From an optimization exercise on the open Yosys and OpenROAD flow, aimed at small area, a short achievable clock period and few clock cycles; shortcuts taken in it are not production practice. Function was checked by simulation only, so behaviour that the tests miss may differ from the original.

==> run X: inputs <==
==> flow/design.v (excerpt) <==
module ssdv_huffdec (
    input  wire        clk,
    input  wire        rst,
    input  wire        in_valid,
    output wire        in_ready,
    input  wire        in_start,
    input  wire [7:0]  in_byte,
    output reg         out_valid,
    input  wire        out_ready,
    output reg  [1:0]  out_kind,
    output reg  [1:0]  out_comp,
    output reg  [5:0]  out_k,
    output reg  [11:0] out_val
);
==> module ssdv_huffdec, before the edit <==
module ssdv_huffdec (
    input  wire        clk,
    input  wire        rst,
    input  wire        in_valid,
    output wire        in_ready,
    input  wire        in_start,
    input  wire [7:0]  in_byte,
    output reg         out_valid,
    input  wire        out_ready,
    output reg  [1:0]  out_kind,
    output reg  [1:0]  out_comp,
    output reg  [5:0]  out_k,
    output reg  [11:0] out_val
);
    localparam K_DC = 2'd0, K_AC = 2'd1, K_END = 2'd2;
    reg  [36:0] acc;
    reg  [5:0]  cnt;         
    reg         pend;        
    reg  [1:0]  pmode;
    reg  [1:0]  mode;        
    reg  [1:0]  comp;        
    reg  [1:0]  ycnt;        
    reg         dc;          
    reg  [5:0]  k;           
    reg         endq;        
    assign in_ready = !pend && (cnt <= 6'd29);
    wire take = in_valid && in_ready;
    wire [62:0] ext = {acc, 26'd0};
    wire [25:0] win = ext[cnt +: 26];
    wire [4:0]  n;
    wire [3:0]  run, size;
    ssdv_huff_dec u_dec (.tsel({!dc, comp != 2'd0}), .w(win[25:10]),
                         .n(n), .run(run), .size(size));
    wire        have    = ({1'b0, n} <= cnt);
    wire        out_free = !out_valid || out_ready;
    wire        fire    = have && out_free && !endq;
    wire        apply_start = pend && !have && !endq;
    wire [25:0] mshift = win >> (5'd26 - n);
    wire [10:0] mask   = ~(11'h7ff << size);
    wire [10:0] mb     = mshift[10:0] & mask;
    wire        mpos   = |(mb & ~(mask >> 1));    
    wire [11:0] mval   = (size == 4'd0) ? 12'd0 :
                         mpos ? {1'b0, mb} : ({1'b1, mb | ~mask} + 12'd1);
    wire        is_eob = !dc && (size == 4'd0) && (run == 4'd0);
    wire        is_zrl = !dc && (size == 4'd0) && (run == 4'd15);
    wire [5:0]  pos    = k + {2'd0, run};
    wire [6:0]  k16    = {1'b0, k} + 7'd16;
    wire        last_y = (mode == 2'd0) ? (ycnt == 2'd3) :
                         (mode == 2'd3) ? 1'b1 : (ycnt == 2'd1);
    wire [1:0]  comp_nb = (comp == 2'd0) ? (last_y ? 2'd1 : 2'd0) :
                          (comp == 2'd1) ? 2'd2 : 2'd0;
    wire [1:0]  ycnt_nb = (comp == 2'd0) ? ycnt + 2'd1 : 2'd0;
    wire [5:0]  cnt_dec = fire ? cnt - {1'b0, n} : cnt;
    always @(posedge clk) begin
        if (rst) begin
            cnt       <= 6'd0;
            pend      <= 1'b0;
            mode      <= 2'd0;
            comp      <= 2'd0;
            ycnt      <= 2'd0;
            dc        <= 1'b1;
            k         <= 6'd1;
            endq      <= 1'b0;
            out_valid <= 1'b0;
        end else begin
            if (take) begin
                if (in_start) begin
                    pend  <= 1'b1;
                    pmode <= in_byte[1:0];
                end else begin
                    acc <= {acc[28:0], in_byte};
                end
            end
            if (apply_start) begin
                cnt  <= take && !in_start ? 6'd8 : 6'd0;
                pend <= 1'b0;
                mode <= pmode;
                comp <= 2'd0;
                ycnt <= 2'd0;
                dc   <= 1'b1;
                k    <= 6'd1;
            end else begin
                cnt <= cnt_dec + ((take && !in_start) ? 6'd8 : 6'd0);
            end
            if (out_valid && out_ready) out_valid <= 1'b0;
            if (endq && out_free) begin
                out_valid <= 1'b1;
                out_kind  <= K_END;
                out_k     <= 6'd0;
                out_val   <= 12'd0;
                endq      <= 1'b0;
            end
            if (fire) begin
                if (dc) begin
                    out_valid <= 1'b1;
                    out_kind  <= K_DC;
                    out_comp  <= comp;
                    out_k     <= 6'd0;
                    out_val   <= mval;
                    dc        <= 1'b0;
                    k         <= 6'd1;
                end else if (is_eob || (is_zrl && k16[6])) begin
                    out_valid <= 1'b1;
                    out_kind  <= K_END;
                    out_comp  <= comp;
                    out_k     <= 6'd0;
                    out_val   <= 12'd0;
                    dc        <= 1'b1;
                    comp      <= comp_nb;
                    ycnt      <= ycnt_nb;
                end else if (is_zrl) begin
                    k <= k16[5:0];
                end else begin
                    out_valid <= 1'b1;
                    out_kind  <= K_AC;
                    out_comp  <= comp;
                    out_k     <= pos;
                    out_val   <= mval;
                    k         <= pos + 6'd1;
                    if (pos == 6'd63) begin
                        endq <= 1'b1;
                        dc   <= 1'b1;
                        comp <= comp_nb;
                        ycnt <= ycnt_nb;
                    end
                end
            end
        end
    end
endmodule
Settings: LEC_CHECK=0, ABC_AREA=1, CAP_MARGIN=20, CORE_MARGIN=2, CORE_UTILIZATION=40, PLACE_DENSITY=0.6, SETUP_SLACK_MARGIN=2.5, SLEW_MARGIN=20, SYNTH_MEMORY_MAX_BITS=65536; clock period 8.0 ns.
run.sh (not shown) runs the stock make flow with config.mk's settings and CLKGATE_MAP_FILE= SYNTH_SCRIPT=/design/flow/synth_recipe.tcl, a recipe that flattens the netlist after the stock synthesis.
==> inputs of run H, as changes to run X <==
SETUP_SLACK_MARGIN = unset   (was 2.5)
==> inputs of run F, as changes to run X <==
CORE_UTILIZATION = 60   (was 40)
CTS_BUF_LIST = sky130_fd_sc_hd__clkbuf_4 sky130_fd_sc_hd__clkbuf_8   (was unset)
PLACE_DENSITY = 0.75   (was 0.6)
SETUP_SLACK_MARGIN = unset   (was 2.5)
==> inputs of run A, as changes to run X <==
--- a/flow/design.v
+++ b/flow/design.v
@@ -1336,5 +1336,5 @@
     output reg  [1:0]  out_comp,
     output reg  [5:0]  out_k,
-    output reg  [11:0] out_val
+    output wire [11:0] out_val
 );
     localparam K_DC = 2'd0, K_AC = 2'd1, K_END = 2'd2;
@@ -1361,13 +1361,18 @@
     wire        fire    = have && out_free && !endq;
     wire        apply_start = pend && !have && !endq;
-    wire [25:0] mshift = win >> (5'd26 - n);
+    wire [36:0] mshift = {11'd0, win} << n;
     wire [10:0] mask   = ~(11'h7ff << size);
-    wire [10:0] mb     = mshift[10:0] & mask;
-    wire        mpos   = |(mb & ~(mask >> 1));    
-    wire [11:0] mval   = (size == 4'd0) ? 12'd0 :
-                         mpos ? {1'b0, mb} : ({1'b1, mb | ~mask} + 12'd1);
+    wire [10:0] mb     = mshift[36:26] & mask;
+    wire        mneg   = (size != 4'd0) && !(|(mb & ~(mask >> 1)));
+    wire [11:0] mraw   = mneg ? {1'b1, mb | ~mask} : {1'b0, mb};
+    reg  [11:0] out_raw;
+    reg         out_neg;
+    assign out_val = out_raw + {11'd0, out_neg};
     wire        is_eob = !dc && (size == 4'd0) && (run == 4'd0);
     wire        is_zrl = !dc && (size == 4'd0) && (run == 4'd15);
     wire [5:0]  pos    = k + {2'd0, run};
+    wire [5:0]  kp1    = k + 6'd1;
+    wire [5:0]  pos1   = kp1 + {2'd0, run};              
+    wire        pos63  = (k[5:4] == 2'b11) && (run == ~k[3:0]);    
     wire [6:0]  k16    = {1'b0, k} + 7'd16;
     wire        last_y = (mode == 2'd0) ? (ycnt == 2'd3) :
@@ -1376,5 +1381,6 @@
                           (comp == 2'd1) ? 2'd2 : 2'd0;
     wire [1:0]  ycnt_nb = (comp == 2'd0) ? ycnt + 2'd1 : 2'd0;
-    wire [5:0]  cnt_dec = fire ? cnt - {1'b0, n} : cnt;
+    wire [5:0]  cnt_b   = cnt + ((take && !in_start) ? 6'd8 : 6'd0);
+    wire [5:0]  cnt_nx  = fire ? cnt_b - {1'b0, n} : cnt_b;
     always @(posedge clk) begin
         if (rst) begin
@@ -1406,5 +1412,5 @@
                 k    <= 6'd1;
             end else begin
-                cnt <= cnt_dec + ((take && !in_start) ? 6'd8 : 6'd0);
+                cnt <= cnt_nx;
             end
             if (out_valid && out_ready) out_valid <= 1'b0;
@@ -1413,5 +1419,6 @@
                 out_kind  <= K_END;
                 out_k     <= 6'd0;
-                out_val   <= 12'd0;
+                out_raw   <= 12'd0;
+                out_neg   <= 1'b0;
                 endq      <= 1'b0;
             end
@@ -1422,5 +1429,6 @@
                     out_comp  <= comp;
                     out_k     <= 6'd0;
-                    out_val   <= mval;
+                    out_raw   <= mraw;
+                    out_neg   <= mneg;
                     dc        <= 1'b0;
                     k         <= 6'd1;
@@ -1430,5 +1438,6 @@
                     out_comp  <= comp;
                     out_k     <= 6'd0;
-                    out_val   <= 12'd0;
+                    out_raw   <= 12'd0;
+                out_neg   <= 1'b0;
                     dc        <= 1'b1;
                     comp      <= comp_nb;
@@ -1441,7 +1450,8 @@
                     out_comp  <= comp;
                     out_k     <= pos;
-                    out_val   <= mval;
-                    k         <= pos + 6'd1;
-                    if (pos == 6'd63) begin
+                    out_raw   <= mraw;
+                    out_neg   <= mneg;
+                    k         <= pos1;
+                    if (pos63) begin
                         endq <= 1'b1;
                         dc   <= 1'b1;
CORE_UTILIZATION = 45   (was 40)
CTS_BUF_LIST = sky130_fd_sc_hd__clkbuf_4 sky130_fd_sc_hd__clkbuf_8   (was unset)
SETUP_SLACK_MARGIN = unset   (was 2.5)
==> qor summary <==
metric                                                                          run F                    run X                    run A                    run H
Unrepaired setup endpoints after global routing                                 false                     true                    false                    false
Portion of the layout cell area used by clock cells                            0.0168                   0.0199                   0.0165                   0.0251
Post-Layout Cell Count                                                           2169                     2466                     2331                     2315
Top-area cell type share of the netlist area                                    0.205                    0.205                    0.203                    0.205
Routed met1 length                                                           16500 um                 20400 um                 19600 um                 19300 um
Maximum number of pins on one net before global-route repair                       45                       45                       44                       45
Floorplan Core Area                                                        18600 um^2               27900 um^2               26000 um^2               27900 um^2
Global-route usage over all layers                                              0.413                    0.303                    0.321                    0.289
Met2 routing resource usage after global routing                                0.629                    0.483                    0.515                    0.457
Gp weighted congestion                                                           1.03                     1.01                     1.00                     1.04
Run status                                                    complete, no violations  complete, no violations  complete, no violations  complete, no violations
GRT met3 Usage                                                                 0.0709                   0.0468                   0.0384                   0.0380
Row count                                                                          50                       61                       59                       61
Post-placement worst setup slack                                             0.996 ns                  1.09 ns                  1.37 ns                 0.915 ns
Wire length of the first global-routing pass                                 66100 um                 73200 um                 71400 um                 69700 um
Fin Hold WS                                                                  0.500 ns                 0.491 ns                 0.490 ns                 0.483 ns
Testbench counts of run X, summed over its fixed seeds: cycles 11,360.
Testbench counts of run H, summed over its fixed seeds: cycles 11,360.
Testbench counts of run F, summed over its fixed seeds: cycles 11,360.
Testbench counts of run A, summed over its fixed seeds: cycles 11,360.

-- static timing again, ports no longer ideal --
The results above use ideal ports. As a check the final layouts listed here were re-extracted and re-timed, cells and wires unchanged. Step 1: set_driving_cell puts a clkbuf_16 on clk and a buf_2 on each other input, an assumption about the parent block. Step 2 adds t to the input delays and takes it off the output delays; t is the mean of the earliest and latest rising clock arrival at the registers after step 1. Input paths then give back, and output paths get back, about the clock's delay inside the block. Slacks: no drivers / after step 1 / after step 2; pairs: no drivers / after step 1.
run	shift t [ns]	slack for setup (ns)	worst hold slack (ns)
run X	0.411	2.405 / 2.405 / 2.405	0.491 / 0.491 / 0.491
run H	0.405	0.808 / 0.808 / 0.808	0.483 / 0.483 / 0.483
run F	0.426	0.725 / 0.725 / 0.725	0.500 / 0.500 / 0.500
run A	0.423	1.199 / 1.199 / 1.199	0.490 / 0.490 / 0.490
After both steps setup and hold are still met in every run listed.
